Context: an optimization exercise on an open-source flow, tuned for small area, a short achievable clock period and few clock cycles per item. The choices shown serve that exercise and are no tape-out recipe. Function was checked by simulation only, so behaviour that the tests miss may differ from the original. No activity file was given, so power comes from the tool's default toggle rates.

[run.sh]
#!/bin/bash
# synth_recipe.tcl (not shown) runs the flow's synth.tcl, then flattens the netlist and writes it again
# the make line also repeats each setting of config.mk as NAME=value (left out here)
make -C /OpenROAD-flow-scripts/flow DESIGN_CONFIG=/design/flow/config.mk WORK_HOME=/design/flow/orfs CLKGATE_MAP_FILE= SYNTH_SCRIPT=/design/flow/synth_recipe.tcl finish
[config.mk]
export PLATFORM = sky130hd
export DESIGN_NAME = ws_frame_rx
export DESIGN_NICKNAME = ws_frame_rx
export VERILOG_FILES = /design/flow/design.v
export SDC_FILE = /design/flow/constraint.sdc
export NUM_CORES = 4
export LEC_CHECK = 0
export CAP_MARGIN = 20
export CORE_MARGIN = 2
export CORE_UTILIZATION = 30
export PLACE_DENSITY = 0.5
export SLEW_MARGIN = 20
[design.v]
module ws_crc16_byte (
  input  wire [15:0] crc_in,
  input  wire [7:0]  data,
  output reg  [15:0] crc_out
);
  integer i;
  always @* begin
    crc_out = crc_in ^ {data, 8'h00};
    for (i = 0; i < 8; i = i + 1) begin
      if (crc_out[15])
        crc_out = {crc_out[14:0], 1'b0} ^ 16'h1021;
      else
        crc_out = {crc_out[14:0], 1'b0};
    end
  end
endmodule
module ws_framer (
  input  wire        clk,
  input  wire        rst,
  input  wire        in_valid,
  input  wire [7:0]  in_data,
  output wire        in_ready,
  input  wire        ev_take,
  output reg         ev_valid,
  output reg         ev_crc_err,
  output reg  [1:0]  ev_tag,
  output reg  [7:0]  ev_command,
  output reg  [7:0]  ev_status,
  output reg  [7:0]  ev_length,
  output reg  [63:0] ev_raw,
  output reg  [15:0] ev_stored,
  output reg  [15:0] ev_computed,
  output reg         start1,       
  output reg         start2        
);
  reg        bv;                   
  reg  [7:0] bd;
  reg  [5:0] pos;
  reg  [1:0] ctag;                 
  assign in_ready = !ev_valid || (pos < 6'd2) || (pos == 6'd2 && !bv);
  wire [15:0] crc_next;
  ws_crc16_byte u_crc (.crc_in(ev_computed), .data(bd), .crc_out(crc_next));
  wire is_aa  = (bd == 8'hAA);
  wire is_tag = (bd == 8'h01) || (bd == 8'h02) || (bd == 8'h03);
  always @(posedge clk) begin
    if (rst) begin
      bv       <= 1'b0;
      pos      <= 6'd0;
      ev_valid <= 1'b0;
      start1   <= 1'b0;
      start2   <= 1'b0;
    end else begin
      bv <= in_valid && in_ready;
      start1 <= 1'b0;
      start2 <= 1'b0;
      if (ev_take)
        ev_valid <= 1'b0;
      if (bv) begin
        case (pos)
          6'd0: pos <= is_aa ? 6'd1 : 6'd0;
          6'd1: if (is_tag) pos <= 6'd2; else pos <= is_aa ? 6'd1 : 6'd0;
          6'd2: if (bd == 8'h55) pos <= 6'd3; else pos <= is_aa ? 6'd1 : 6'd0;
          6'd3: if (bd == 8'hC3) pos <= 6'd4; else pos <= is_aa ? 6'd1 : 6'd0;
          default: pos <= pos + 6'd1;    
        endcase
        if (pos == 6'd3) begin
          ev_tag      <= ctag;
          ev_computed <= 16'hFFFF;
        end
        if (pos >= 6'd4 && pos <= 6'd61)
          ev_computed <= crc_next;
        if (pos == 6'd4) ev_command <= bd;
        if (pos == 6'd5) ev_status  <= bd;
        if (pos == 6'd6) ev_length  <= bd;
        if (pos >= 6'd7 && pos <= 6'd14)
          ev_raw[(pos - 6'd7) * 8 +: 8] <= bd;
        if (pos == 6'd62) ev_stored[15:8] <= bd;
        if (pos == 6'd63) begin
          ev_stored[7:0] <= bd;
          ev_crc_err     <= (ev_computed != {ev_stored[15:8], bd});
          ev_valid       <= 1'b1;
        end
        start1 <= (pos == 6'd8 && ev_tag == 2'd0) || (pos == 6'd10 && ev_tag != 2'd0);
        start2 <= (pos == 6'd10 && ev_tag == 2'd0) || (pos == 6'd14 && ev_tag == 2'd1);
      end
    end
  end
  always @(posedge clk)
    if (bv && pos == 6'd1) ctag <= bd[1:0] - 2'd1;
  always @(posedge clk)
    bd <= in_data;
endmodule
module ws_div_f64 #(
  parameter RW = 7                  
) (
  input  wire         clk,
  input  wire         rst,
  input  wire         start,
  input  wire [1:0]   dsel,         
  input  wire [23:0]  lv,
  input  wire [10:0]  ex0,
  output reg  [10:0]  expo,
  output reg  [51:0]  frac
);
  localparam S_IDLE = 2'd0, S_PRE = 2'd1, S_POST = 2'd2;
  reg [1:0]    state;
  reg [4:0]    cnt;
  reg [RW-1:0] rem;
  wire [7:0] dv = (dsel == 2'd0) ? 8'd25 : (dsel == 2'd2) ? 8'd125 : 8'd1;
  wire post    = (state == S_POST);
  wire tail_hi = post && ((dsel == 2'd0 && cnt == 5'd24) ||
                          (dsel == 2'd2 && (cnt == 5'd23 || cnt == 5'd24 || cnt == 5'd25)));
  wire tail_lo = post && ((dsel == 2'd0 && cnt == 5'd24) ||
                          (dsel == 2'd2 && (cnt == 5'd23 || cnt == 5'd24)));
  wire b_hi = frac[51] | tail_hi;
  wire b_lo = frac[50] | tail_lo;
  wire [7:0]    r1s = {rem, b_hi};
  wire          q_hi = (r1s >= dv);
  wire [7:0]    r1f = q_hi ? r1s - dv : r1s;
  wire [RW-1:0] r1  = r1f[RW-1:0];
  wire [7:0]    r2s = {r1, b_lo};
  wire          q_lo = (r2s >= dv);
  wire [7:0]    r2f = q_lo ? r2s - dv : r2s;
  wire [RW-1:0] r2  = r2f[RW-1:0];
  always @(posedge clk) begin
    if (rst) begin
      state <= S_IDLE;
    end else if (start) begin
      frac <= {lv, 28'd0};
      rem  <= {RW{1'b0}};
      cnt  <= 5'd0;
      if (lv == 24'd0) begin
        expo  <= 11'd0;
        state <= S_IDLE;
      end else begin
        expo  <= ex0;
        state <= S_PRE;
      end
    end else if (state == S_PRE) begin
      if (q_hi) begin
        frac  <= {frac[50:0], 1'b0};
        rem   <= r1;
        state <= S_POST;
      end else begin
        frac <= {frac[49:0], 2'b00};
        rem  <= r2;
        if (q_lo) begin
          expo  <= expo - 11'd1;
          state <= S_POST;
        end else begin
          expo <= expo - 11'd2;
        end
      end
    end else if (state == S_POST) begin
      frac <= {frac[49:0], q_hi, q_lo};
      rem  <= r2;
      cnt  <= cnt + 5'd1;
      if (cnt == 5'd25)
        state <= S_IDLE;
    end
  end
endmodule
module ws_f32_to_f64 (
  input  wire [1:0]  mode,       
  input  wire [31:0] f,          
  output reg  [23:0] lv,         
  output reg  [10:0] ex0         
);
  wire [7:0]  e   = f[30:23];
  wire [15:0] n   = f[15:0];
  wire [15:0] mag = n[15] ? (16'd0 - n) : n;
  always @* begin
    case (mode)
      2'd0: begin lv = {mag, 8'd0}; ex0 = 11'd1036; end
      2'd2: begin lv = {n, 8'd0};   ex0 = 11'd1035; end
      default: begin
        lv  = {(e != 8'd0), f[22:0]};
        ex0 = (e == 8'hFF) ? 11'h7FF : (e == 8'd0) ? 11'd897 : ({3'd0, e} + 11'd896);
      end
    endcase
  end
endmodule
module ws_decoder (
  input  wire [1:0]  tag,
  input  wire [63:0] raw,
  output wire        sign1,
  output wire        sign2
);
  assign sign1 = (tag == 2'd0) ? raw[15] : (tag == 2'd1) ? raw[31] : 1'b0;
  assign sign2 = (tag == 2'd0) ? raw[31] : raw[63];
endmodule
module ws_frame_rx (
  input  wire        clk,
  input  wire        rst,
  input  wire        in_valid,
  input  wire [7:0]  in_data,
  output wire        in_ready,
  output wire        ev_valid,
  input  wire        ev_ready,
  output wire        ev_crc_err,
  output wire [1:0]  ev_tag,
  output wire [7:0]  ev_command,
  output wire [7:0]  ev_status,
  output wire [7:0]  ev_length,
  output wire [63:0] ev_raw,
  output wire [63:0] ev_value1,
  output wire [63:0] ev_value2,
  output wire [15:0] ev_stored,
  output wire [15:0] ev_computed
);
  wire start1, start2;
  ws_framer u_framer (
    .clk(clk), .rst(rst),
    .in_valid(in_valid), .in_data(in_data), .in_ready(in_ready),
    .ev_take(ev_valid && ev_ready), .ev_valid(ev_valid),
    .ev_crc_err(ev_crc_err), .ev_tag(ev_tag), .ev_command(ev_command),
    .ev_status(ev_status), .ev_length(ev_length), .ev_raw(ev_raw),
    .ev_stored(ev_stored), .ev_computed(ev_computed),
    .start1(start1), .start2(start2)
  );
  wire [23:0] lv1;
  wire [10:0] ex1;
  ws_f32_to_f64 u_op1 (
    .mode(ev_tag),
    .f(ev_tag == 2'd2 ? {16'd0, ev_raw[31:16]} : ev_raw[31:0]),
    .lv(lv1), .ex0(ex1)
  );
  ws_div_f64 #(.RW(7)) u_eng1 (
    .clk(clk), .rst(rst), .start(start1), .dsel(ev_tag),
    .lv(lv1), .ex0(ex1), .expo(ev_value1[62:52]), .frac(ev_value1[51:0])
  );
  wire [23:0] lv2;
  wire [10:0] ex2;
  ws_f32_to_f64 u_op2 (
    .mode({1'b0, ev_tag[0]}),
    .f(ev_tag[0] ? ev_raw[63:32] : {16'd0, ev_raw[31:16]}),
    .lv(lv2), .ex0(ex2)
  );
  ws_div_f64 #(.RW(5)) u_eng2 (
    .clk(clk), .rst(rst), .start(start2), .dsel({1'b0, ev_tag[0]}),
    .lv(lv2), .ex0(ex2), .expo(ev_value2[62:52]), .frac(ev_value2[51:0])
  );
  ws_decoder u_sign (
    .tag(ev_tag), .raw(ev_raw),
    .sign1(ev_value1[63]), .sign2(ev_value2[63])
  );
endmodule
[constraint.sdc]
create_clock -name core_clock -period 9.0 [get_ports {clk}]
set_input_delay 1.8000 -clock core_clock [delete_from_list [all_inputs] [get_ports {clk}]]
set_output_delay 1.8000 -clock core_clock [all_outputs]
set_load 0.01 [all_outputs]
==> run notes <==
* 143 nW/um^2 — Power per Cell Area
* 151 MHz — Max Clock Freq
* register — Worst setup SP type
* 58100 um^2 — die footprint
* 0 — number of buffers added to fix hold violations after cts
* 20300 um^2 — post-detailed-placement cell area
* 295 — number of synthesized register bits
* 10.2% — fraction of layout cells with a size suffix above 1
* register to register — type of the worst min-delay path
* 5.15 — routed via count divided by cell count
* 0 ps — Final TNS setup
* 0 — diodes inserted
* 51.2% — sequential share of the synthesized area
* 264 — total of buffers placed on input and output ports
* 1678 — Mapped Nets
* 2390 ps — slack of the critical path
* 241 um — Vert. Die Dim
* 73.5% — post-route clock period utilization
* 0 — max cap viols
* 16900 um^2 — Syn Std Cell Area
* 38300 um — hpwl dp
* 38 — clock buffers created by TritonCTS
* register to register — Setup CP Type
* 273 — number of enable flip-flop cells after synthesis
* 0 — post-cts resize count
* 10.4 um^2 — mean instance size in the synthesized netlist
* edfxtp_1, nand2_1, mux2_2, ha_1, a21oi_1 — top cells by area, synth
* edfxtp_1 — most numerous cell in the Yosys netlist
* 21500 um^2 — area of all placed cells without fillers
* 570 ps — clock latency reported for the late side of the worst-skew pair
* 100 — pin count of the biggest net entering global routing
* no — RSZ-0062 raised after global routing
* 5414 — # fillers
* 265 — top-level I/O count
* 2180 ps — post-placement setup slack
* clkbuf_16 — buffer type at the clock tree root
* 0 — Remaining Overflow, GRT
* 0% — asr flop ratio synth
* 241 um — die boundary width
* edfxtp_1 — cell type with the highest aggregate area in the netlist
* yes — clock tree from TritonCTS
* 1026 — DRC violation total after the first TritonRoute iteration
* 0 — fin. max-slew vios
* 3 — clock buffer depth
* 1900 — NumNets Final
* 0.838 — Routability Congestion
* 48.6% — area share of the leading cell type in the synthesized netlist
* 7.40 nW — static leakage
* 23 — largest fanout on the critical path
* 2544 — Cell Count Post-Placement
* edfxtp_1 — main flop type after synthesis
* 30.5% — Starting Density
* 38.9% — final core occ
* 5 — number of warnings printed during yosys synthesis
* 6610 ps — shortest clock period the worst path allows after layout
* 55300 um^2 — standard cell core area
* 55700 um — routed wire length
* 0 — number of remaining DRC errors
* 31.5% — Rel. slew slack
* 13.5k — via count
* 27.8% — relative area change from synthesis to final layout
* 0.121 mV — maximum vdd ir drop
* finished clean — outcome
* 0 — initial antenna violation count
* 18.7% — all-layer global routing usage
* 0 — count of final setup violators
* 6860 ps — Critical Path AT
* 77 — distinct cell type count after synthesis
* 9250 ps — Worst EP required
* 0 — remaining antenna violation count
* 5 — Pre-antenna DRT Iters
* 0 — setup fix buffers added after clock tree synthesis
* 83000 um — first-pass GRT wire length
* 60 ps — clock-pin slew on the worst setup and hold paths
* 295 — clk sinks
* 21.3 um — DR WL/cell
* 86 — floorplan row count
* 1030 ps — slew at the pin closest to its max-slew limit
* 0 — Fin. Hold Viols
* 31.6 ps — clock skew
* 2613 — Post-Layout Cell Count
* 13.2k — number of global-route vias before repair
* 2 — level count of the clock H-tree
* register — critical path endpoint category
* edfxtp_1, nand2_1, a21oi_1 — most frequent cells after synthesis
* 1615 — Gate Count Post-Synth
layer usage:
layer | vias to the layer above | track usage (%) | part of all wire (%)
li1 | 6379 | - | -
met1 | 6660 | 24.8 | 44
met2 | 345 | 30.4 | 48
met3 | 83 | 4.12 | 5.4
met4 | 0 | 6.10 | 2.8
met5 | - | 0 | 0
report_power, final:
part           switching (mW)  leakage (nW)  internal (mW)
Combinational          0.0346          4.18         0.0200
Clock                   0.631         0.606          0.917
Sequential            0.00562          2.62           1.48
Total                   0.671          7.40           2.42
flip-flops by register name, summed over array words and instances, names as in the netlist, 2 cells and up:
register and flops:
u_framer.ctag 2, u_eng1.state 2, u_eng2.frac 52, u_eng1.rem 7, u_eng2.rem 5, u_framer.ev_raw 64, u_eng1.expo 11, u_eng2.expo 11
u_framer.ev_status 8, u_eng2.state 2, u_eng2.cnt 5, u_eng1.frac 52, u_eng1.cnt 5, u_framer.ev_command 8, u_framer.ev_length 8, u_framer.ev_tag 2
u_framer.ev_stored 16, u_framer.ev_computed 16, u_framer.bd 8, u_framer.pos 6
layout make-up:
cell class	count	area, um^2	share of cell area (%)
sequential	295	8640	40.1
timing repair buffer	290	2860	13.3
inverter	36	140	0.651
clock inverter	19	234	1.09
multi-input combinational	1176	7720	35.8
clock buffer	49	1010	4.70
tap	748	936	4.34
cells by family (layout without fill, tap and decap cells):
family	after synthesis	count (layout)	synth area share (%)
adder cells (fa/ha/maj)	51	51	3.78
multiplexers	121	121	7.71
AO/OA/AOI/OAI	325	325	12.0
buffers and inverters	144	394	3.47
AND/OR/NAND/NOR	572	572	16.2
XOR/XNOR	107	107	5.56
flip-flops	295	295	51.2
cell usage in the layout, fill, tap and decap left out, types with 17 or more instances in the layout:
cell type,netlist,final
nor3_1,40,38
o21ai_0,76,76
nand3_1,22,22
xor2_1,56,56
inv_1,33,33
o22ai_1,18,18
a211oi_1,25,24
buf_4,3,25
clkbuf_16,0,38
edfxtp_1,273,273
mux2i_1,50,50
nor2_1,103,99
xnor2_1,51,51
nand2b_1,18,17
nand2_1,249,248
dfxtp_1,22,20
nor4_1,19,18
clkdlybuf4s50_1,0,264
a21oi_1,113,113
mux2_2,70,70
ha_1,51,51
path summary, 6_finish.rpt:
path / to / slack (ps) / cells after the start / from
worst max-delay path: u_eng1.expo[9] / 2390 / 18 / u_framer.ev_tag[0]
worst min-delay path: u_framer.ev_tag[0] / 440 / 0 / u_framer.ctag[0]
worst max register to register: u_eng1.expo[9] / 2390 / 18 / u_framer.ev_tag[0]
worst min register to register: u_framer.ev_tag[0] / 440 / 0 / u_framer.ctag[0]
worst max-delay path, stage by stage, from the launching register on:
cell and delay (ps):
edfxtp_1 760, nor2b_1 710, inv_6 220, ha_1 390, nand2b_1 140, a21o_1 150
a31oi_1 140, nor3_4 600, mux2_2 430, ha_1 340, o21a_1 190, o31a_1 120
o21ai_0 230, nand3b_1 130, a211oi_2 740, o21ai_0 380, nor4_1 360, xnor2_1 160
o22ai_1 90
metrics by stage:
| stage | hold slack (ps) | total power, mW |
|---|---|---|
| finish | 441 | 3.09 |
| floorplan | 400 | 1.55 |
| global placement | 402 | 1.57 |
| detailed placement | 407 | 1.57 |
| CTS | 439 | 3.14 |
| global route | 447 | 3.19 |
Testbench counts, summed over its fixed seeds: cycles 24,950, bytes 24,934.

==> static timing again, ports no longer ideal <==
The results above use ideal ports. As a check the final layout listed here was re-extracted and re-timed, cells and wires unchanged.
Step 1: set_driving_cell puts a clkbuf_16 on clk and a buf_2 on each other input, an assumption about the parent block.
Step 2, shift: input delay + t, output delay - t, t = (earliest + latest rising clock arrival at the registers) / 2. This alone moves slack from input paths to output paths.
Slacks: ideal / step 1 / step 2; pairs: ideal / step 1.
t (ns): 0.612
slack for setup (ns): 2.387 / 2.387 / 2.387
clock arrival spread, ns: 0.032 / 0.032
slew at the worst register clock pin (ns): 0.06 / 0.06
After both steps this run still meets setup and hold. The setup slack of this run moves by 0.000 ns with the drivers and by 0.000 ns with both steps.
